This is an optimization exercise on Yosys and OpenROAD, whose aim is small area, a short achievable clock period and few clock cycles, not a production implementation. Function was checked by simulation only, so behaviour that the tests miss may differ from the original.

the previous run:
==> flow/design.v <==
module helix_half (
    input  wire [159:0] z_in,    
    input  wire [31:0]  a,
    input  wire [31:0]  b,
    output wire [159:0] z_out
);
    wire [31:0] z0 = z_in[31:0];
    wire [31:0] z1 = z_in[63:32];
    wire [31:0] z2 = z_in[95:64];
    wire [31:0] z3 = z_in[127:96];
    wire [31:0] z4 = z_in[159:128];
    wire [31:0] l0 = z0 + (z3 ^ a);
    wire [31:0] r3 = {z3[16:0], z3[31:17]};                  
    wire [31:0] l1 = z1 + z4;
    wire [31:0] r4 = {z4[6:0], z4[31:7]};                    
    wire [31:0] l2 = z2 ^ l0;
    wire [31:0] r0 = {l0[22:0], l0[31:23]};                  
    wire [31:0] l3 = r3 ^ l1;
    wire [31:0] r1 = {l1[21:0], l1[31:22]};                  
    wire [31:0] l4 = r4 + l2;
    wire [31:0] r2 = {l2[14:0], l2[31:15]};                  
    wire [31:0] m0 = r0 ^ (l3 + b);
    wire [31:0] s3 = {l3[1:0], l3[31:2]};                    
    wire [31:0] m1 = r1 ^ l4;
    wire [31:0] s4 = {l4[18:0], l4[31:19]};                  
    wire [31:0] m2 = r2 + m0;
    wire [31:0] s0 = {m0[11:0], m0[31:12]};                  
    wire [31:0] m3 = s3 + m1;
    wire [31:0] s1 = {m1[20:0], m1[31:21]};                  
    wire [31:0] m4 = s4 ^ m2;
    wire [31:0] s2 = {m2[26:0], m2[31:27]};                  
    assign z_out = {m4, m3, s2, s1, s0};
endmodule
module helix_core (
    input  wire         clk,
    input  wire         rst,           
    input  wire         in_valid,
    output wire         in_ready,
    input  wire [1:0]   in_op,         
    input  wire         in_dir,        
    input  wire         in_xmv,        
    input  wire [255:0] in_key,        
    input  wire [5:0]   in_klen,       
    input  wire [127:0] in_nonce,      
    input  wire [127:0] in_mac,        
    input  wire [31:0]  in_data,       
    input  wire [1:0]   in_nbytes,     
    output reg          out_valid,
    output reg  [2:0]   out_status,    
    output reg  [31:0]  out_data,
    output wire [127:0] out_mac
);
    localparam OP_INIT   = 2'd0;
    localparam OP_WORD   = 2'd1;
    localparam OP_FINISH = 2'd2;
    localparam ST_OK    = 3'd0;
    localparam ST_VALID = 3'd1;
    localparam ST_STATE = 3'd2;
    localparam ST_AUTH  = 3'd3;
    localparam ST_ILL   = 3'd4;
    localparam S_IDLE  = 3'd0;    
    localparam S_DATA2 = 3'd1;    
    localparam S_KEYMIX = 3'd2;
    localparam S_PRIME = 3'd3;
    localparam S_MAC   = 3'd4;
    localparam [31:0] MAC_CONST = 32'h912d94f1;
    reg  [2:0]   state;
    reg          rdy;
    reg          h;            
    reg  [3:0]   cnt;          
    reg          active;       
    reg          fin;          
    reg          dir;
    reg          xmv;
    reg          mism;         
    reg  [5:0]   klen;
    reg  [1:0]   lw;
    reg  [159:0] z;            
    reg  [255:0] k;            
    reg  [127:0] n;            
    reg  [31:0]  ctr;
    reg  [127:0] mac;          
    reg  [31:0]  wreg;         
    reg  [31:0]  xreg;         
    assign in_ready = rdy;
    assign out_mac  = mac;
    wire accept = in_valid & rdy;
    wire st_idle  = (state == S_IDLE);
    wire st_data2 = (state == S_DATA2);
    wire st_km    = (state == S_KEYMIX);
    wire st_prime = (state == S_PRIME);
    wire st_mac   = (state == S_MAC);
    wire         second = st_data2 | ((st_prime | st_mac) & h);
    wire [31:0]  half_b = second ? xreg : (st_km ? 32'd0 : k[31:0]);
    wire [159:0] hout;
    helix_half u_half (
        .z_in (z),
        .a    (wreg),
        .b    (half_b),
        .z_out(hout)
    );
    wire [2:0]  j = ctr[2:0];
    wire        corr = ctr[31];
    reg  [7:0]  xsmall;
    always @* begin
        case (j)
        3'd0: xsmall = 8'd0;
        3'd1: xsmall = {klen, 2'b00};
        3'd2: xsmall = 8'd0;
        3'd3: xsmall = {7'd0, corr};
        3'd4: xsmall = 8'd1;
        3'd5: xsmall = {klen, 2'b10};
        3'd6: xsmall = 8'd3;
        default: xsmall = {5'd0, 1'b1, 1'b0, corr};
        endcase
    end
    wire [31:0] nj = n[32*j[1:0] +: 32] ^ {32{j[2]}};
    wire [31:0] x1 = k[159:128] + nj + ctr + {24'd0, xsmall};
    wire [31:0] fin_mask = (in_nbytes == 2'd1) ? 32'h000000ff :
                           (in_nbytes == 2'd2) ? 32'h0000ffff :
                           (in_nbytes == 2'd3) ? 32'h00ffffff : 32'hffffffff;
    wire [31:0] word_mask = (in_op == OP_FINISH) ? fin_mask : 32'hffffffff;
    wire [31:0] w_in      = in_data & word_mask;
    wire [31:0] o_word    = (w_in ^ z[31:0]) & word_mask;
    wire [31:0] d_word    = dir ? o_word : w_in;
    reg [255:0] key_masked;
    integer b;
    always @* begin
        for (b = 0; b < 32; b = b + 1)
            key_masked[8*b +: 8] = (b < in_klen) ? in_key[8*b +: 8] : 8'd0;
    end
    wire init_bad  = (in_klen > 6'd32) | (in_xmv & ~in_dir);
    wire acc_init  = accept & (in_op == OP_INIT) & ~init_bad;
    wire acc_data  = accept & active & ((in_op == OP_WORD) |
                                        ((in_op == OP_FINISH) & (in_nbytes != 2'd0)));
    wire acc_fin0  = accept & active & (in_op == OP_FINISH) & (in_nbytes == 2'd0);
    wire acc_fin   = accept & active & (in_op == OP_FINISH);
    wire blk_end   = st_data2 | ((st_prime | st_mac) & h);
    wire km_last   = (cnt == 4'd7);
    wire tag_cap   = st_mac & h & (cnt >= 4'd7);
    wire mac_last  = st_mac & h & (cnt == 4'd10);
    wire tag_diff  = (mac[31:0] != hout[31:0]);
    wire [127:0] t_new  = hout[127:0] ^ k[255:128];
    wire [159:0] z_kmix = {{26'd0, klen} + 32'd64, t_new};
    wire [159:0] z_nonce = {k[127:96],
                            k[95:64] ^ n[127:96],
                            k[63:32] ^ n[95:64],
                            k[31:0]  ^ n[63:32],
                            hout[127:96] ^ (k[255:224] ^ n[31:0])};
    always @(posedge clk) begin
        xreg <= x1;
        wreg <= st_idle ? (acc_data ? d_word : 32'd0) :
                (st_mac & ~h) ? {30'd0, lw} : 32'd0;
        if (st_idle) begin
            if (acc_init)
                z <= {{26'd0, in_klen} + 32'd64, key_masked[127:0]};
            else if (acc_data)
                z <= hout;
            else if (acc_fin0)
                z <= {z[159:32], z[31:0] ^ MAC_CONST};
        end else if (st_km & h) begin
            z <= km_last ? z_nonce : z_kmix;
        end else if (st_data2 & fin) begin
            z <= {hout[159:32], hout[31:0] ^ MAC_CONST};
        end else begin
            z <= hout;
        end
        if (acc_init) begin
            k <= key_masked;
            n <= in_nonce;
        end else if (st_km & h) begin
            k <= {k[127:0], t_new};
        end else if (blk_end) begin
            k <= {k[31:0], k[255:32]};
        end
        if (acc_init)
            ctr <= 32'd0;
        else if (blk_end)
            ctr <= ctr + 32'd1;
        if (acc_init)
            mac <= in_mac;
        else if (tag_cap)
            mac <= {hout[31:0], mac[127:32]};
        if (acc_init) begin
            klen <= in_klen;
            dir  <= in_dir;
            xmv  <= in_xmv;
        end
        if (acc_fin) begin
            lw   <= in_nbytes;
            mism <= 1'b0;
        end else if (tag_cap) begin
            mism <= mism | tag_diff;
        end
        if (st_idle)
            fin <= (in_op == OP_FINISH);
        if (accept)
            out_data <= ((in_op == OP_FINISH) & (in_nbytes == 2'd0)) ? 32'd0 : o_word;
        if (st_idle) begin
            if (in_op == OP_INIT)
                out_status <= (in_klen > 6'd32) ? ST_VALID : ST_ILL;
            else if (in_op == 2'd3)
                out_status <= ST_ILL;
            else
                out_status <= active ? ST_OK : ST_STATE;
        end else begin
            out_status <= (mac_last & dir & xmv & (mism | tag_diff)) ? ST_AUTH : ST_OK;
        end
    end
    always @(posedge clk) begin
        if (rst) begin
            state     <= S_IDLE;
            rdy       <= 1'b1;
            h         <= 1'b0;
            cnt       <= 4'd0;
            active    <= 1'b0;
            out_valid <= 1'b0;
        end else begin
            out_valid <= 1'b0;
            case (state)
            S_IDLE: begin
                h   <= 1'b0;
                cnt <= 4'd0;
                if (accept) begin
                    if (acc_init) begin
                        active <= 1'b0;
                        state  <= S_KEYMIX;
                        rdy    <= 1'b0;
                    end else if (acc_data) begin
                        out_valid <= (in_op == OP_WORD);
                        state     <= S_DATA2;
                        rdy       <= 1'b0;
                    end else if (acc_fin0) begin
                        state <= S_MAC;
                        rdy   <= 1'b0;
                    end else begin
                        out_valid <= 1'b1;    
                    end
                end
            end
            S_DATA2: begin
                if (fin) begin
                    state <= S_MAC;
                end else begin
                    state <= S_IDLE;
                    rdy   <= 1'b1;
                end
            end
            S_KEYMIX: begin
                h <= ~h;
                if (h) begin
                    if (km_last) begin
                        cnt   <= 4'd0;
                        state <= S_PRIME;
                    end else begin
                        cnt   <= cnt + 4'd1;
                    end
                end
            end
            S_PRIME: begin
                h <= ~h;
                if (h) begin
                    cnt <= cnt + 4'd1;
                    if (cnt == 4'd7) begin
                        active    <= 1'b1;
                        out_valid <= 1'b1;
                        state     <= S_IDLE;
                        rdy       <= 1'b1;
                    end
                end
            end
            S_MAC: begin
                h <= ~h;
                if (h) begin
                    cnt <= cnt + 4'd1;
                    if (cnt == 4'd10) begin
                        active    <= 1'b0;
                        out_valid <= 1'b1;
                        state     <= S_IDLE;
                        rdy       <= 1'b1;
                    end
                end
            end
            default: begin
                state <= S_IDLE;
                rdy   <= 1'b1;
            end
            endcase
        end
    end
endmodule
clock: 20.0 ns
lec_check: 0
cap_margin: 20
core_margin: 2
core_utilization: 45
place_density: 0.57
slew_margin: 20
tns_end_percent: 0
standard.sh (not shown) runs the stock make flow with config.mk's settings and CLKGATE_MAP_FILE= SYNTH_SCRIPT=/design/flow/synth_recipe.tcl, a recipe that flattens the netlist after the stock synthesis.
==> flow/flow/run.sh <==
#!/bin/bash
# Standard ORFS layout (the standard.sh: standard synthesis, floorplan, placement, CTS,
# routing) with two changes: the resizer's timing repair gets a larger setup margin, so
# that it works on the paths well inside the 20 ns clock, and the port buffers that
# every input and output gets are buf_1 cells. The SDC and every other setting are
# the standard flow's and flow/config.mk's. make's full output goes to flow_make.log; ORFS keeps each
# step's log under orfs/logs/.
set -euo pipefail
bash standard.sh SETUP_SLACK_MARGIN=13 "BUFFER_PORTS_ARGS=-buffer_cell sky130_fd_sc_hd__buf_1" finish > flow_make.log 2>&1
Testbench counts of the previous run, summed over its fixed seeds: cycles 13,212.
Changes in the current run relative to the previous run:
- PLACE_DENSITY: 0.57 -> 0.67
- CORE_UTILIZATION: 45 -> 55
==> comparison <==
- After synthesis and placement, the instance count of the current run is below that of the previous run.
- Per the comparison of the current run with the previous run, insertion delay of the later-clocked pin in the worst-skew pair now smaller; non-clock buffer count dropped 5.8%.
- | number of tap cells inserted | the current run vs the previous run | 282 lower |
- The die area in the current run sits about 18% below the value recorded for the previous run.
- The current run vs. the previous run: final net count fell about 0.8%, total wirelength of the detailed-routed design fell about 2.3%.

-- static timing again, ports no longer ideal --
In the flow no input, the clock included, has a driving cell. The finished layouts below were timed again as built, in two steps.
Step 1 (the two cells are an assumption about what drives the block):
set clk [get_ports {clk}]
set_driving_cell -lib_cell sky130_fd_sc_hd__clkbuf_16 $clk
set_driving_cell -lib_cell sky130_fd_sc_hd__buf_2 [delete_from_list [all_inputs] $clk]
Step 2 times the ports against the registers' clock, not the clock port: input delays grow and output delays shrink by t, the midpoint of the rising clock arrivals with the driver on.
Three values: no drivers, after step 1, after step 2; two values: the first two.
run	shift t [ns]	slack for setup (ns)	hold WS [ns]	worst register clock-pin slew, ns
the previous run	0.824	12.346 / 12.373 / 11.550	0.500 / 0.500 / 0.500	0.07 / 0.07
the current run	0.804	12.174 / 12.174 / 11.589	0.497 / 0.497 / 0.497	0.07 / 0.07
After both steps every run listed still meets setup and hold. For the previous run, which loses most, drivers alone change the setup slack by +0.027 ns; drivers and shift together by -0.796 ns.
